Context: an optimization exercise on an open-source flow, tuned for small area. The choices shown serve that exercise and are no tape-out recipe. Function was checked by simulation only, so behaviour that the tests miss may differ from the original. Power is estimated from default activity; no workload was simulated.

## mc_spe
module mc_spe (
    input  wire        clk,
    input  wire        rst,
    input  wire        tick,
    input  wire [1:0]  cfg_label,
    input  wire        cfg_in4,
    input  wire        cfg_out4,
    input  wire        rx_valid,
    input  wire [7:0]  rx_data,
    output wire        tx_valid,
    output wire [7:0]  tx_data,
    input  wire        tx_fail,
    output wire        drain_req,
    input  wire        drain_done,
    input  wire        drain_ok,
    output wire        rts,
    output wire        dtr,
    output wire        dsr,
    output wire        st_valid,
    output wire [31:0] st_mem,
    output wire [31:0] st_route,
    output wire [3:0]  st_in,
    output wire [3:0]  st_out,
    output wire        st_power,
    input  wire        req_valid,
    input  wire [2:0]  req_len,
    input  wire [31:0] req_chars,
    output wire        req_accept,
    output wire        log_valid,
    output wire [2:0]  log_code,
    output wire        err_write,
    output wire        err_drain,
    output wire        err_qfull,
    output wire        cfg_fault
);
Size: ~260 flip-flops, ~150 I/O pins, ~10,000 µm² of cells after synthesis.
clock: 10.0 ns
lec_check: 0
cap_margin: 20
core_margin: 2
core_utilization: 60
cts_buf_list: sky130_fd_sc_hd__clkbuf_8
cts_cluster_diameter: 70
cts_cluster_size: 18
place_density: 0.7
slew_margin: 20
standard.sh (not shown) runs the stock make flow with config.mk's settings and CLKGATE_MAP_FILE= SYNTH_SCRIPT=/design/flow/synth_recipe.tcl, a recipe that flattens the netlist after the stock synthesis.
==> flow/flow/run.sh <==
#!/bin/bash
# The standard layout (standard synthesis unchanged), with the port buffers
# made from the smallest buffer cell instead of the one the resizer picks.
set -euo pipefail
bash standard.sh \
  "BUFFER_PORTS_ARGS=-buffer_cell sky130_fd_sc_hd__buf_1" \
  finish > standard_flow.log 2>&1
Edit:
==> flow/flow/run.sh (replaced) <==
#!/bin/bash
# The standard layout (standard synthesis unchanged), with the port buffers
# made from the smallest buffer cell instead of the one the resizer picks,
# and clock tree synthesis without dummy loads.
set -euo pipefail
bash standard.sh \
  "BUFFER_PORTS_ARGS=-buffer_cell sky130_fd_sc_hd__buf_1" \
  "CTS_ARGS=-sink_clustering_enable -repair_clock_nets -sink_clustering_size 16 -sink_clustering_max_diameter 60 -buf_list sky130_fd_sc_hd__clkbuf_8 -dont_use_dummy_load" \
  "RECOVER_POWER=100" \
  finish > standard_flow.log 2>&1
Settings changed: CTS_CLUSTER_DIAMETER 70 to 60, CTS_CLUSTER_SIZE 18 to 16.
=> The new run ran to the end with violations: capacitance limit, slew limit. Synthesized area does not change. Die area does not change. Clock power fell by about 3%.
Edit:
==> flow/flow/run.sh (replaced) <==
#!/bin/bash
# The standard layout (standard synthesis unchanged), with the port buffers
# made from the smallest buffer cell instead of the one the resizer picks,
# clock tree synthesis without dummy loads, and logic cells that synthesis
# sized up given back their smallest drive strength after floorplan.
set -euo pipefail
bash standard.sh \
  "BUFFER_PORTS_ARGS=-buffer_cell sky130_fd_sc_hd__buf_1" \
  "CTS_ARGS=-sink_clustering_enable -repair_clock_nets -sink_clustering_size 16 -sink_clustering_max_diameter 60 -buf_list sky130_fd_sc_hd__clkbuf_8 -dont_use_dummy_load" \
  "POST_FLOORPLAN_TCL=$PWD/flow/downsize.tcl" \
  finish > standard_flow.log 2>&1
==> flow/flow/downsize.tcl (new file) <==
# After floorplan: give every logic cell that synthesis sized up the
# smallest-area cell of the same function (same name but drive strength).
# Placement's repair_design and the later timing repair size cells up again
# where slew, capacitance or timing need it.
set db [ord::get_db]
set block [ord::get_db_block]
set n 0
foreach inst [$block getInsts] {
  set master [$inst getMaster]
  set name [$master getName]
  if { ![regexp {^sky130_fd_sc_hd__([a-z0-9]+)_([0-9]+)$} $name -> base drv] } { continue }
  # registers keep their cells; buffers and inverters are left to the resizer
  if { [regexp {^(df|edf|sdf|dl|buf|clk|inv|conb|tap|fill|decap)} $base] } { continue }
  set best $master
  set best_area [expr { [$master getWidth] * [$master getHeight] }]
  foreach d {0 1 2 4 6 8 12 16} {
    set m [$db findMaster "sky130_fd_sc_hd__${base}_${d}"]
    if { $m eq "NULL" || $m eq "" } { continue }
    set a [expr { [$m getWidth] * [$m getHeight] }]
    if { $a < $best_area } { set best $m; set best_area $a }
  }
  if { $best ne $master } {
    $inst swapMaster $best
    incr n
  }
}
puts "downsize: $n cells given a smaller drive strength"
Effect:
- The changed run finished clean
- fmax came out higher by 7.3%
- final area hardly moves
- setup slack gets better by 0.42 ns
- count of clock-buffer cells in the layout is unchanged
- critical path depth came out lower by 2
- global-route usage came out higher by 0.36 points
- total power is about the same
- first-iteration DRC count came out lower by 1.7%
Edit:
==> flow/flow/run.sh (replaced) <==
#!/bin/bash
# The standard layout (standard synthesis unchanged), with:
#  - the port buffers made from the smallest buffer cell,
#  - the logic between registers remapped for area after floorplan
#    (restructure.tcl), then logic cells given their smallest drive strength
#    (downsize.tcl); placement and the timing repairs size up where needed,
#  - clock tree synthesis with clkbuf_8 clusters and no dummy loads.
set -euo pipefail
export FLOW_WORK=$PWD
python3 flow/mark_dont_use.py "$FLOW_HOME/platforms/sky130hd/lib/sky130_fd_sc_hd__tt_025C_1v80.lib" dont_use.lib > mark_dont_use.log 2>&1
bash standard.sh \
  "BUFFER_PORTS_ARGS=-buffer_cell sky130_fd_sc_hd__buf_1" \
  "CTS_ARGS=-sink_clustering_enable -repair_clock_nets -sink_clustering_size 16 -sink_clustering_max_diameter 60 -buf_list sky130_fd_sc_hd__clkbuf_8 -dont_use_dummy_load" \
  "POST_FLOORPLAN_TCL=$PWD/flow/restructure.tcl" \
  finish > standard_flow.log 2>&1
==> flow/flow/mark_dont_use.py (new file) <==
# Copy the platform library, marking dont_use the cells the platform's
# DONT_USE_CELLS lists (the probe and lpflow cells).
import re, sys
src, dst = sys.argv[1], sys.argv[2]
txt = open(src).read()
pat = re.compile(r'(cell\s*\(\s*"?(sky130_fd_sc_hd__(?:probe\w*|lpflow_\w+))"?\s*\)\s*\{)')
txt, n = pat.subn(lambda m: m.group(1) + '\n        dont_use : true;', txt)
open(dst, 'w').write(txt)
print(f"marked {n} cells dont_use")
==> flow/flow/restructure.tcl (new file) <==
# After floorplan: remap the logic between the registers for area with
# OpenROAD's restructure (ABC), using a copy of the platform library in which
# the cells on DONT_USE_CELLS are marked dont_use.  Registers are untouched.
set tielo [lindex $::env(TIELO_CELL_AND_PORT) 0]
set tielo_port [get_name [get_property [lindex [get_lib_cell $tielo] 0] library]]/$tielo/[lindex $::env(TIELO_CELL_AND_PORT) 1]
set tiehi [lindex $::env(TIEHI_CELL_AND_PORT) 0]
set tiehi_port [get_name [get_property [lindex [get_lib_cell $tiehi] 0] library]]/$tiehi/[lindex $::env(TIEHI_CELL_AND_PORT) 1]
report_design_area
file mkdir $::env(RESULTS_DIR)/restructure
restructure -liberty_file $::env(FLOW_WORK)/dont_use.lib -target area \
  -tiehi_port $tiehi_port -tielo_port $tielo_port \
  -work_dir $::env(RESULTS_DIR)/restructure \
  -abc_logfile $::env(RESULTS_DIR)/restructure/abc.log
report_design_area
source $::env(FLOW_WORK)/flow/downsize.tcl
report_design_area
Wire length came out lower by 1.9%.
Non-clock buffer count is unchanged.
Final area came out lower by 5.2%.
Cell count came out lower by 1.5%.
Clock skew came out lower by 0.029 ns.
Worst setup slack got worse by 0.037 ns.
Sequential power hardly moves.
Combinational power came out lower by 26%.
Via count hardly moves.
Power came out lower by 1.6%.
Sequential cell count does not change.

## static timing again, ports no longer ideal
The results above use ideal ports. As a check the final layouts listed here were re-extracted and re-timed, cells and wires unchanged.
Step 1, drivers: a clkbuf_16 drives clk and a buf_2 each remaining input, both assumed.
Step 2 times the ports against the registers' clock, not the clock port: input delays grow and output delays shrink by t, the midpoint of the rising clock arrivals with the driver on.
Slacks: no drivers / after step 1 / after step 2; pairs: no drivers / after step 1.
run	t (ns)	setup slack, ns	worst setup path at the end	latest minus earliest clock arrival (ns)	worst slew at a driven data input, ns
the first run	0.565	4.153 / 4.135 / 4.135	input to output	0.024 / 0.024	0.06
the second run	0.541	3.795 / 3.816 / 3.274	input to register	0.069 / 0.069	0.06
the third run	0.542	4.216 / 4.196 / 4.196	input to output	0.068 / 0.068	0.06
the fourth run	0.547	4.179 / 4.157 / 4.157	input to output	0.038 / 0.038	0.06
For the second run, which loses most, drivers alone change the setup slack by +0.021 ns; drivers and shift together by -0.521 ns.
